From an optimization exercise on the open Yosys and OpenROAD flow, aimed at small area; shortcuts taken in it are not production practice. Function was checked by simulation only, so behaviour that the tests miss may differ from the original. No activity file was given, so power comes from the tool's default toggle rates.

Design esp_frame_rx, start of the top module:
module esp_frame_rx (
    input  wire        clk,
    input  wire        rst,
    input  wire        cmd_valid,
    output wire        cmd_ready,
    input  wire [7:0]  cmd_op,
    input  wire [15:0] cmd_n,
    output reg         rsp_valid,
    output reg  [2:0]  rsp_tag,
    output wire [3:0]  rsp_code,
    output reg  [8:0]  rsp_a,
    output reg  [7:0]  rsp_b,
    input  wire [6:0]  rd_idx,
    output wire [7:0]  rd_data,
    output wire        src_rd,
    input  wire [1:0]  src_stat,
    input  wire [7:0]  src_data
);
==> flow/config.mk <==
export PLATFORM = sky130hd
export DESIGN_NAME = esp_frame_rx
export DESIGN_NICKNAME = esp_frame_rx
export VERILOG_FILES = /design/flow/design.v
export SDC_FILE = /design/flow/constraint.sdc
export NUM_CORES = 4
export LEC_CHECK = 0
export CAP_MARGIN = 20
export CORE_MARGIN = 2
export CORE_UTILIZATION = 50
export CTS_BUF_LIST = sky130_fd_sc_hd__clkbuf_16
export CTS_CLUSTER_DIAMETER = 60
export CTS_CLUSTER_SIZE = 24
export PLACE_DENSITY = 0.65
export SLEW_MARGIN = 20
export SYNTH_HIERARCHICAL = 1
export SYNTH_MINIMUM_KEEP_SIZE = 0
==> flow/constraint.sdc <==
create_clock -name core_clock -period 12.0 [get_ports {clk}]
set_input_delay 2.4000 -clock core_clock [delete_from_list [all_inputs] [get_ports {clk}]]
set_output_delay 2.4000 -clock core_clock [all_outputs]
set_load 0.01 [all_outputs]
run.sh (not shown) runs the stock make flow with config.mk's settings and CLKGATE_MAP_FILE= SYNTH_SCRIPT=/design/flow/synth_recipe.tcl, a recipe that flattens the netlist after the stock synthesis.
The baseline produced a clean layout.
Next try:
--- a/flow/design.v
+++ b/flow/design.v
@@ -123,27 +123,15 @@
         S_SCAN:  rsp_tag <= T_WBLOCK;
         S_BODY:  rsp_tag <= T_WBLOCK;
         S_END:   rsp_tag <= cge ? T_READY : T_WBLOCK;
         S_DROP:  rsp_tag <= T_ERR;
         default: rsp_tag <= T_READY;
         endcase
     end
-    reg b_tap, b_ptr;
-    reg a_cnt, a_tap, a_8, a_crc, a_ptr, a_roff, a_clr;
-    wire [7:0] crc_next = crc8_byte(rsp_a[7:0], tap);
     always @(posedge clk) begin
-        b_tap = 1'b0;
-        b_ptr = 1'b0;
-        a_cnt = 1'b0;
-        a_tap = 1'b0;
-        a_8   = 1'b0;
-        a_crc = 1'b0;
-        a_ptr = 1'b0;
-        a_roff = 1'b0;
-        a_clr = 1'b0;
         ptr  <= add7(ptr, 7'd0, 1'b1);
         roff <= add7(roff, 7'h7F, 1'b0);
         rsp_valid <= 1'b0;
         if (rst) begin
             state   <= S_IDLE;
             ptr     <= 7'd0;
             count   <= 8'd0;
@@ -159,15 +147,15 @@
                         rsp_code_lo[1] <= 1'b0;
                         state          <= S_BUF;
                     end
                     OP_PEEK: begin
                         rsp_code_lo[0] <= 1'b0;
                         if (count == 8'd0) begin
                             rsp_valid <= 1'b1;
-                            a_cnt = 1'b1;
+                            rsp_a     <= {1'b0, count};
                         end else
                             state <= S_PEEK;
                     end
                     OP_SLICE: begin
                         rsp_code_lo[0] <= 1'b1;
                         state          <= S_PEEK;
                     end
@@ -188,15 +176,15 @@
             S_BUF: begin
                 if (count[7]) begin
                     rsp_valid <= 1'b1;
                     state     <= S_IDLE;
                 end else if (tail_at_tap) begin
                     if (rsp_code_lo[1]) begin
                         rsp_valid <= 1'b1;
-                        a_tap = 1'b1;
+                        rsp_a     <= {1'b0, tap};
                         state     <= S_IDLE;
                     end else if (src_stat[1]) begin
                         rsp_code_lo <= C_TRANSPORT;
                     end else if (src_stat[0]) begin
                         count <= csum[7:0];
                     end else begin
                         rsp_valid <= 1'b1;
@@ -205,29 +193,27 @@
                 end
             end
             S_PEEK: if (head_at_tap) begin
                 rsp_valid <= 1'b1;
                 state     <= S_IDLE;
                 if (rsp_code_lo[0]) begin
                     roff  <= 7'h7F;
-                    a_cnt = 1'b1;
-                end else begin
-                    a_tap = 1'b1;
-                    a_8   = 1'b1;
-                end
+                    rsp_a <= {1'b0, count};
+                end else
+                    rsp_a <= {1'b1, tap};
             end
             S_DRAIN: begin
                 if (roff == 7'd0) begin
                     rsp_valid <= 1'b1;
                     state     <= S_IDLE;
                 end else
                     ptr <= ptr;
             end
             S_SCAN: begin
-                a_clr = 1'b1;
+                rsp_a          <= 9'd0;
                 rsp_code_lo[1] <= 1'b0;
                 if (count == 8'd0) begin
                     rsp_valid <= 1'b1;
                     state     <= S_IDLE;
                 end else if (head_at_tap) begin
                     if (tap == DS) begin
                         state <= S_BODY;
@@ -236,74 +222,68 @@
                         count <= csum[7:0];
                     end
                 end
             end
             S_BODY: begin
                 if (len_at_tap) begin
                     roff  <= 7'd0;       
-                    b_tap = 1'b1;
+                    rsp_b <= tap;
                     if (count[7:1] == 7'd0 || tap > 8'd124) begin
                         rsp_valid <= 1'b1;
                         state     <= S_IDLE;
                     end
                 end
                 if (at_cb) begin
-                    b_tap = 1'b1;
+                    rsp_b <= tap;
                     state <= S_END;
                 end else
-                    a_crc = 1'b1;
+                    rsp_a <= {1'b0, crc8_byte(rsp_a[7:0], tap)};
                 if (tap == DE)
                     rsp_code_lo[1] <= 1'b1;
             end
             S_END: begin
                 state <= S_DROP;
                 if (!cge) begin
                     rsp_valid <= 1'b1;
                     state     <= S_IDLE;
                 end else if (tap != DE && rsp_code_lo[1]) begin
                     rsp_code_lo <= C_EARLY_END;
-                    b_ptr = 1'b1;
+                    rsp_b       <= {1'b0, ptr};
                 end else if (rsp_a[7:0] != rsp_b) begin
                     rsp_code_lo <= C_CRC;
                 end else if (tap != DE) begin
                     rsp_code_lo <= C_MISSING_END;
-                    a_ptr = 1'b1;
-                    b_tap = 1'b1;
+                    rsp_a       <= {2'b00, ptr};
+                    rsp_b       <= tap;
                 end else begin
                     rsp_valid <= 1'b1;
-                    a_roff = 1'b1;
+                    rsp_a     <= {2'b00, ~roff};
                     ptr       <= 7'd0;
                     count     <= csum[7:0];
                     state     <= S_IDLE;
                 end
             end
             S_DROP: begin
                 if (rsp_code_lo == C_EARLY_END) begin
                     if (head_at_tap)
-                        a_clr = 1'b1;
+                        rsp_a <= 9'd0;
                     else if (tap == DE)
-                        a_ptr = 1'b1;
+                        rsp_a <= {2'b00, ptr};
                 end
                 if (rsp_code_lo == C_EARLY_END ? (ptr == rsp_b[6:0]) : (ptr == 7'h7F)) begin
                     rsp_valid <= 1'b1;
                     roff      <= 7'd0;
                     ptr       <= ptr;
                     count     <= csum[7:0];
                     state     <= S_IDLE;
                 end
             end
             default: state <= S_IDLE;
             endcase
         end
-        rsp_b <= ({8{b_tap}} & tap) | ({8{b_ptr}} & {1'b0, ptr}) |
-                 ({8{!b_tap && !b_ptr}} & rsp_b);
-        rsp_a <= ({9{a_cnt}} & {1'b0, count}) | ({9{a_tap}} & {a_8, tap}) |
-                 ({9{a_crc}} & {1'b0, crc_next}) | ({9{a_ptr}} & {2'b00, ptr}) |
-                 ({9{a_roff}} & {2'b00, ~roff}) |
-                 ({9{!(a_cnt || a_tap || a_crc || a_ptr || a_roff || a_clr)}} & rsp_a);
     end
 endmodule
 module rx_rdport (
     input  wire [6:0]    addr,
     input  wire [1023:0] ring,
     output wire [7:0]    q
 );
What happened: Clock power goes up by about 2%. Utilization increases by 0.22 points. Clock skew increases by 0.0078 ns. Clock-buffer cell count climbs by 1. Hold slack is about the same. Setup slack gets better by 0.46 ns. Sequential power hardly moves. Fmax goes up by 4.1%. Die area climbs by 0.78%. Total power fell by 0.76%. Routed wire length went up by 0.85%. Sequential share of layout area goes down by 0.11 points. Area after synthesis increases by 0.79%. Design area climbs by 0.96%.

========
esp_frame_rx with an RTL version that a note above also has.
Size: ~2,200 cells after synthesis, about 1,100 flip-flops, about 79 I/O pins, roughly 0.029 mm2 of cells after synthesis.
export LEC_CHECK = 0
export CAP_MARGIN = 20
export CORE_MARGIN = 2
export CORE_UTILIZATION = 50
export PLACE_DENSITY = 0.65
export SLEW_MARGIN = 20
export SYNTH_HIERARCHICAL = 1
export SYNTH_MINIMUM_KEEP_SIZE = 0
create_clock -name core_clock -period 12.0 [get_ports {clk}]
standard.sh (not shown) runs the stock make flow with config.mk's settings and CLKGATE_MAP_FILE= SYNTH_SCRIPT=/design/flow/synth_recipe.tcl, a recipe that flattens the netlist after the stock synthesis.
==> flow/flow/run.sh <==
#!/bin/bash
# Own flow: the standard layout (standard.sh: the standard synthesis script
# and the ORFS steps to finish) with three options changed:
#  - synthesis maps logic with an area-oriented ABC script (flow/abc_map.script)
#    in place of ORFS's abc_speed.script, which ends with buffering and
#    upsizing; everything else in synthesis, the flip-flops included, is as
#    in the standard synthesis;
#  - port buffers use the smallest buffer cell;
#  - clock tree synthesis uses sink clusters of clkbuf_8 and no dummy loads.
# Each tool's full output stays in the ORFS logs under orfs/logs; make's own
# output goes to layout.log.
set -euo pipefail
here=$(pwd)
mkdir -p scripts
cp -r "$FLOW_HOME/scripts/." scripts/
cp flow/abc_map.script scripts/abc_speed.script
export SCRIPTS_DIR="$here/scripts"
export BUFFER_PORTS_ARGS="-buffer_cell sky130_fd_sc_hd__buf_1"
export CTS_ARGS="-sink_clustering_enable -repair_clock_nets -dont_use_dummy_load -buf_list sky130_fd_sc_hd__clkbuf_8 -sink_clustering_size 18 -sink_clustering_max_diameter 60"
bash standard.sh > layout.log 2>&1
==> flow/flow/abc_map.script <==
&get -n
&st
&syn2
&dch
&nf
&st
&syn2
&dch
&nf
&put
The first run finished clean.
==> next run, changes <==
--- a/flow/design.v
+++ b/flow/design.v
@@ -124,13 +124,25 @@
         S_BODY:  rsp_tag <= T_WBLOCK;
         S_END:   rsp_tag <= cge ? T_READY : T_WBLOCK;
         S_DROP:  rsp_tag <= T_ERR;
         default: rsp_tag <= T_READY;
         endcase
     end
+    reg b_tap, b_ptr;
+    reg a_cnt, a_tap, a_8, a_crc, a_ptr, a_roff, a_clr;
+    wire [7:0] crc_next = crc8_byte(rsp_a[7:0], tap);
     always @(posedge clk) begin
+        b_tap = 1'b0;
+        b_ptr = 1'b0;
+        a_cnt = 1'b0;
+        a_tap = 1'b0;
+        a_8   = 1'b0;
+        a_crc = 1'b0;
+        a_ptr = 1'b0;
+        a_roff = 1'b0;
+        a_clr = 1'b0;
         ptr  <= add7(ptr, 7'd0, 1'b1);
         roff <= add7(roff, 7'h7F, 1'b0);
         rsp_valid <= 1'b0;
         if (rst) begin
             state   <= S_IDLE;
             ptr     <= 7'd0;
@@ -148,13 +160,13 @@
                         state          <= S_BUF;
                     end
                     OP_PEEK: begin
                         rsp_code_lo[0] <= 1'b0;
                         if (count == 8'd0) begin
                             rsp_valid <= 1'b1;
-                            rsp_a     <= {1'b0, count};
+                            a_cnt = 1'b1;
                         end else
                             state <= S_PEEK;
                     end
                     OP_SLICE: begin
                         rsp_code_lo[0] <= 1'b1;
                         state          <= S_PEEK;
@@ -177,13 +189,13 @@
                 if (count[7]) begin
                     rsp_valid <= 1'b1;
                     state     <= S_IDLE;
                 end else if (tail_at_tap) begin
                     if (rsp_code_lo[1]) begin
                         rsp_valid <= 1'b1;
-                        rsp_a     <= {1'b0, tap};
+                        a_tap = 1'b1;
                         state     <= S_IDLE;
                     end else if (src_stat[1]) begin
                         rsp_code_lo <= C_TRANSPORT;
                     end else if (src_stat[0]) begin
                         count <= csum[7:0];
                     end else begin
@@ -194,25 +206,27 @@
             end
             S_PEEK: if (head_at_tap) begin
                 rsp_valid <= 1'b1;
                 state     <= S_IDLE;
                 if (rsp_code_lo[0]) begin
                     roff  <= 7'h7F;
-                    rsp_a <= {1'b0, count};
-                end else
-                    rsp_a <= {1'b1, tap};
+                    a_cnt = 1'b1;
+                end else begin
+                    a_tap = 1'b1;
+                    a_8   = 1'b1;
+                end
             end
             S_DRAIN: begin
                 if (roff == 7'd0) begin
                     rsp_valid <= 1'b1;
                     state     <= S_IDLE;
                 end else
                     ptr <= ptr;
             end
             S_SCAN: begin
-                rsp_a          <= 9'd0;
+                a_clr = 1'b1;
                 rsp_code_lo[1] <= 1'b0;
                 if (count == 8'd0) begin
                     rsp_valid <= 1'b1;
                     state     <= S_IDLE;
                 end else if (head_at_tap) begin
                     if (tap == DS) begin
@@ -223,66 +237,72 @@
                     end
                 end
             end
             S_BODY: begin
                 if (len_at_tap) begin
                     roff  <= 7'd0;       
-                    rsp_b <= tap;
+                    b_tap = 1'b1;
                     if (count[7:1] == 7'd0 || tap > 8'd124) begin
                         rsp_valid <= 1'b1;
                         state     <= S_IDLE;
                     end
                 end
                 if (at_cb) begin
-                    rsp_b <= tap;
+                    b_tap = 1'b1;
                     state <= S_END;
                 end else
-                    rsp_a <= {1'b0, crc8_byte(rsp_a[7:0], tap)};
+                    a_crc = 1'b1;
                 if (tap == DE)
                     rsp_code_lo[1] <= 1'b1;
             end
             S_END: begin
                 state <= S_DROP;
                 if (!cge) begin
                     rsp_valid <= 1'b1;
                     state     <= S_IDLE;
                 end else if (tap != DE && rsp_code_lo[1]) begin
                     rsp_code_lo <= C_EARLY_END;
-                    rsp_b       <= {1'b0, ptr};
+                    b_ptr = 1'b1;
                 end else if (rsp_a[7:0] != rsp_b) begin
                     rsp_code_lo <= C_CRC;
                 end else if (tap != DE) begin
                     rsp_code_lo <= C_MISSING_END;
-                    rsp_a       <= {2'b00, ptr};
-                    rsp_b       <= tap;
+                    a_ptr = 1'b1;
+                    b_tap = 1'b1;
                 end else begin
                     rsp_valid <= 1'b1;
-                    rsp_a     <= {2'b00, ~roff};
+                    a_roff = 1'b1;
                     ptr       <= 7'd0;
                     count     <= csum[7:0];
                     state     <= S_IDLE;
                 end
             end
             S_DROP: begin
                 if (rsp_code_lo == C_EARLY_END) begin
                     if (head_at_tap)
-                        rsp_a <= 9'd0;
+                        a_clr = 1'b1;
                     else if (tap == DE)
-                        rsp_a <= {2'b00, ptr};
+                        a_ptr = 1'b1;
                 end
                 if (rsp_code_lo == C_EARLY_END ? (ptr == rsp_b[6:0]) : (ptr == 7'h7F)) begin
                     rsp_valid <= 1'b1;
                     roff      <= 7'd0;
                     ptr       <= ptr;
                     count     <= csum[7:0];
                     state     <= S_IDLE;
                 end
             end
             default: state <= S_IDLE;
             endcase
         end
+        rsp_b <= ({8{b_tap}} & tap) | ({8{b_ptr}} & {1'b0, ptr}) |
+                 ({8{!b_tap && !b_ptr}} & rsp_b);
+        rsp_a <= ({9{a_cnt}} & {1'b0, count}) | ({9{a_tap}} & {a_8, tap}) |
+                 ({9{a_crc}} & {1'b0, crc_next}) | ({9{a_ptr}} & {2'b00, ptr}) |
+                 ({9{a_roff}} & {2'b00, ~roff}) |
+                 ({9{!(a_cnt || a_tap || a_crc || a_ptr || a_roff || a_clr)}} & rsp_a);
     end
 endmodule
 module rx_rdport (
     input  wire [6:0]    addr,
     input  wire [1023:0] ring,
     output wire [7:0]    q
What happened:
- global-route usage went up by 0.59 points
- final area barely changes
- clock power barely changes
- die area is lower slightly
- critical path depth does not change
- via count rose slightly
- count of clock-buffer cells in the layout climbs by 1
- register-to-register slack loses 320 ps
- sequential power stays flat
- core utilization is higher by 0.58 points
- wire length is higher by a few percent
- sequential share of layout area came out lower by 0.36 points
- synthesized area fell slightly

port drivers added, routing unchanged:
How much do the figures lean on ideal ports? The routed layouts below were timed once more, with nothing changed but the port constraints.
Step 1 sets driving cells, clkbuf_16 on the clock port and buf_2 on the other inputs (assumed; they add their load-dependent delay and slew).
Step 2 times the ports against the registers' clock, not the clock port: input delays grow and output delays shrink by t, the midpoint of the rising clock arrivals with the driver on.
Three values: ideal ports, drivers, drivers and shift; two values: the first two.
run | t, ns | setup slack, ns | hold WS [ns] | worst data-port slew with drivers (ns)
the first run of note 1 | 0.700 | 0.465 / 0.443 / 0.443 | 0.341 / 0.341 / 0.341 | 0.07
the second run of note 1 | 0.706 | 0.921 / 0.896 / 0.896 | 0.340 / 0.340 / 0.340 | 0.09
the first run of note 2 | 0.690 | 1.114 / 1.088 / 1.088 | 0.288 / 0.288 / 0.288 | 0.04
the second run of note 2 | 0.698 | 0.954 / 0.930 / 0.930 | 0.283 / 0.283 / 0.283 | 0.04
After both steps every run listed still meets setup and hold. The setup slack of the first run of note 2, which loses most, moves by -0.026 ns with the drivers and by -0.026 ns with both steps.
